What follows belongs to an exercise in optimizing a design on an open flow for small area, a short achievable clock period and few clock cycles; a production flow would make more cautious choices. At most, simulation tests tie the RTL to the original design; equivalence was not proved.

## v28
// uhre_fxu
module uhre_fxu (
    input  wire        clk,
    input  wire        rst,         
    input  wire        cmd_valid,
    input  wire [15:0] cmd_word,
    output wire        cmd_ready,
    output reg         done,
    input  wire        wr_en,
    input  wire [4:0]  wr_addr,
    input  wire [15:0] wr_data,
    input  wire [4:0]  rd_addr,
    output reg  [15:0] rd_data
);
    localparam [4:0] OP_NOP    = 5'd0,  OP_FADD  = 5'd1,  OP_FSUB  = 5'd2,
                     OP_FMUL   = 5'd3,  OP_FDIV  = 5'd4,  OP_AADD  = 5'd5,
                     OP_FSIN   = 5'd6,  OP_FCOS  = 5'd7,  OP_ITOF  = 5'd8,
                     OP_FTOI   = 5'd9,  OP_MID   = 5'd10, OP_MROT  = 5'd11,
                     OP_MTRANS = 5'd12, OP_MSCALE= 5'd13, OP_XFORM = 5'd14,
                     OP_PROJ   = 5'd15;
    localparam [2:0] CL_FMUL = 3'd0, CL_PROJ = 3'd1, CL_XFORM = 3'd2, CL_MSCALE = 3'd3,
                     CL_MROT = 3'd4, CL_MTRANS = 3'd5, CL_FDIV = 3'd6;
    function [8:0] quarter_lo(input [5:0] i);
        case (i)
            6'd0: quarter_lo = 9'd0;
            6'd1: quarter_lo = 9'd6;
            6'd2: quarter_lo = 9'd13;
            6'd3: quarter_lo = 9'd19;
            6'd4: quarter_lo = 9'd25;
            6'd5: quarter_lo = 9'd31;
            6'd6: quarter_lo = 9'd38;
            6'd7: quarter_lo = 9'd44;
            6'd8: quarter_lo = 9'd50;
            6'd9: quarter_lo = 9'd56;
            6'd10: quarter_lo = 9'd62;
            6'd11: quarter_lo = 9'd68;
            6'd12: quarter_lo = 9'd74;
            6'd13: quarter_lo = 9'd80;
            6'd14: quarter_lo = 9'd86;
            6'd15: quarter_lo = 9'd92;
            6'd16: quarter_lo = 9'd98;
            6'd17: quarter_lo = 9'd104;
            6'd18: quarter_lo = 9'd109;
            6'd19: quarter_lo = 9'd115;
            6'd20: quarter_lo = 9'd121;
            6'd21: quarter_lo = 9'd126;
            6'd22: quarter_lo = 9'd132;
            6'd23: quarter_lo = 9'd137;
            6'd24: quarter_lo = 9'd142;
            6'd25: quarter_lo = 9'd147;
            6'd26: quarter_lo = 9'd152;
            6'd27: quarter_lo = 9'd157;
  ...
==> flow/config.mk <==
export PLATFORM = sky130hd
export DESIGN_NAME = uhre_fxu
export DESIGN_NICKNAME = uhre_fxu
export VERILOG_FILES = /design/flow/design.v
export SDC_FILE = /design/flow/constraint.sdc
export NUM_CORES = 8
export LEC_CHECK = 0
export ABC_AREA = 1
export CAP_MARGIN = 20
export CORE_MARGIN = 2
export CORE_UTILIZATION = 50
export PLACE_DENSITY = 0.66
export SLEW_MARGIN = 60
==> flow/constraint.sdc <==
create_clock -name core_clock -period 14.0 [get_ports {clk}]
set_input_delay 2.8000 -clock core_clock [delete_from_list [all_inputs] [get_ports {clk}]]
set_output_delay 2.8000 -clock core_clock [all_outputs]
set_load 0.01 [all_outputs]
standard.sh (not shown) runs the stock make flow with config.mk's settings and CLKGATE_MAP_FILE= SYNTH_SCRIPT=/design/flow/synth_recipe.tcl, a recipe that flattens the netlist after the stock synthesis.
==> flow/flow/run.sh <==
#!/bin/bash
set -euo pipefail
export SETUP_SLACK_MARGIN=6.3
export BUFFER_PORTS_ARGS="-buffer_cell sky130_fd_sc_hd__buf_4"
bash standard.sh > make.log 2>&1
v28 finished every stage and its layout cleared the timing, design-rule and antenna checks.
Testbench counts of v28, summed over its fixed seeds: cycles 10,997.
Input changes introduced in v20 (baseline for comparison: v28):
Settings: PLACE_DENSITY: 0.66 -> 0.58; CORE_UTILIZATION: 50 -> 32.
Results
Via count of the first global-routing pass, v20 and v28, higher one = v28. In v20, flop-to-flop setup slack is higher than in v28. v20 vs v28 — utilization after layout dropped 20 points. Of the two values seen for start point of the critical path, rd_addr[2] was produced by v20 and cmd_word[0] by v28. Going from v28 to v20, non-clock buffer count decreased by 48 relative to the old numbers; area after synthesis was more or less identical. Measured against v20, the overall die area of v28 comes out at 0.64 times the reference value. Layout inverter count without the clock tree delta (v28 -> v20): insignificant. Diff v28 -> v20: number of violations reported at the end of detailed-routing iteration 0 now smaller; time the worst path needs with I/O delays and setup shrank by 0.066 ns.
#### Input delta (v33 over v20)
Settings: PLACE_DENSITY now 0.65, was 0.58.
Notes after the runs:
Diff v20..v33 | sequential share of layout area | negligible. Number of input and output port buffers inserted came out exactly the same in v20 and v33. v33 against v20: stage delay of the slowest cell on the critical path rose by 0.17 ns; fraction of area in non-clock buffers stayed essentially flat; area growth from synthesis to layout stayed essentially flat; fmax fell by 1.7%. Taking v20 as the reference point, the post-cts repair resize count of v33 falls by 36%. The number of global-route vias before repair of v33 is lower than that of v20. Of the two values seen for termination of the worst setup path, rd_data[1] was produced by v20 and rd_data[2] by v33. On routed wire length, v20 loses to v33.
Here is what was changed in the inputs of v43 compared with v33.
Settings: PLACE_DENSITY: 0.65 -> 0.58.
==> flow/flow/run.sh <==
#!/bin/bash
set -euo pipefail
export SETUP_SLACK_MARGIN=6.45
export BUFFER_PORTS_ARGS="-buffer_cell sky130_fd_sc_hd__buf_4"
bash standard.sh > make.log 2>&1
### Flow results
- Delta (v43 minus v33): instance count on the critical path went up, fraction of area in non-clock buffers higher, global-route met2 utilization rose 2.9 points.
- Capturing instance or port of the critical path = rd_data[2]: v33; capturing instance or port of the critical path = rd_data[15]: v43
- v43 completed every stage of the flow, and the final layout passed the timing, design-rule and antenna checks.
- Comparing v33 against v43, there is no change at all in final global-route overflow total.


uhre_fxu, a different RTL version from the one above (not shown whole).
Size in the first run: about 9900 cells after synthesis, roughly 600 flip-flops.
clock: 14.0 ns
lec_check: 0
abc_area: 1
cap_margin: 20
core_margin: 2
core_utilization: 42
place_density: 0.6
slew_margin: 20
==> flow/flow/run.sh <==
#!/bin/bash
set -euo pipefail
export SETUP_SLACK_MARGIN=6.6
export BUFFER_PORTS_ARGS="-buffer_cell sky130_fd_sc_hd__buf_4"
export CTS_ARGS="-sink_clustering_enable -repair_clock_nets -sink_clustering_size 30 -sink_clustering_max_diameter 80 -dont_use_dummy_load"
bash standard.sh > make.log 2>&1
The starting point finished clean.
Edit:
==> flow/flow/run.sh (replaced) <==
#!/bin/bash
set -euo pipefail
export SETUP_SLACK_MARGIN=6.6
export BUFFER_PORTS_ARGS="-buffer_cell sky130_fd_sc_hd__buf_4"
bash standard.sh > make.log 2>&1
=> The new run finished clean. Design area went up by about 1%. Count of clock-buffer cells in the layout increases by 50. Via count hardly moves. Synthesized cell count does not change. Hold slack got worse by 0.0032 ns.
Edit:
==> flow/flow/run.sh (replaced) <==
#!/bin/bash
set -euo pipefail
export SETUP_SLACK_MARGIN=6.0
export BUFFER_PORTS_ARGS="-buffer_cell sky130_fd_sc_hd__buf_4"
export CTS_ARGS="-sink_clustering_enable -repair_clock_nets -sink_clustering_size 30 -sink_clustering_max_diameter 80 -dont_use_dummy_load"
bash standard.sh > make.log 2>&1
The new run passed the timing, design-rule and antenna checks.
Die area stays the same.
Core utilization shrinks by 3.4 points.
Area after synthesis does not change.
Final area shrinks by a few percent.
Via count shrinks by a few percent.
Fmax shrinks by a few percent.
Worst hold slack gets better by 0.0055 ns.
Critical path depth grows by 1.
No run of this note included a check of the RTL's function; only the layout flow was run.

-- afterwards: timing with drivers on the ports --
How much do the figures lean on ideal ports? The routed layouts below were timed once more, with nothing changed but the port constraints. Step 1 assumes that a clkbuf_16 drives the clock port and a buf_2 every other input. Step 2 adds t to the input delays and takes it off the output delays; t is the mean of the earliest and latest rising clock arrival at the registers after step 1. Input paths then give back, and output paths get back, about the clock's delay inside the block. Slacks: ideal ports / drivers / drivers and shift; pairs: ideal ports / drivers.
run	t, ns	slack for setup (ns)	worst register clock-pin slew, ns
v28	0.803	6.213 / 6.183 / 5.468	0.08 / 0.08
v20	0.787	6.280 / 6.077 / 5.691	0.08 / 0.08
v33	0.774	6.144 / 5.975 / 5.790	0.07 / 0.07
v43	0.794	6.335 / 6.020 / 5.806	0.08 / 0.08
the first run of note 2	0.776	6.197 / 5.891 / 5.829	0.10 / 0.10
the second run of note 2	0.814	6.288 / 5.931 / 5.776	0.07 / 0.07
the third run of note 2	0.769	5.787 / 5.714 / 5.265	0.10 / 0.10
After both steps every run listed still meets setup and hold. The setup slack of v28, which loses most, moves by -0.030 ns with the drivers and by -0.745 ns with both steps.
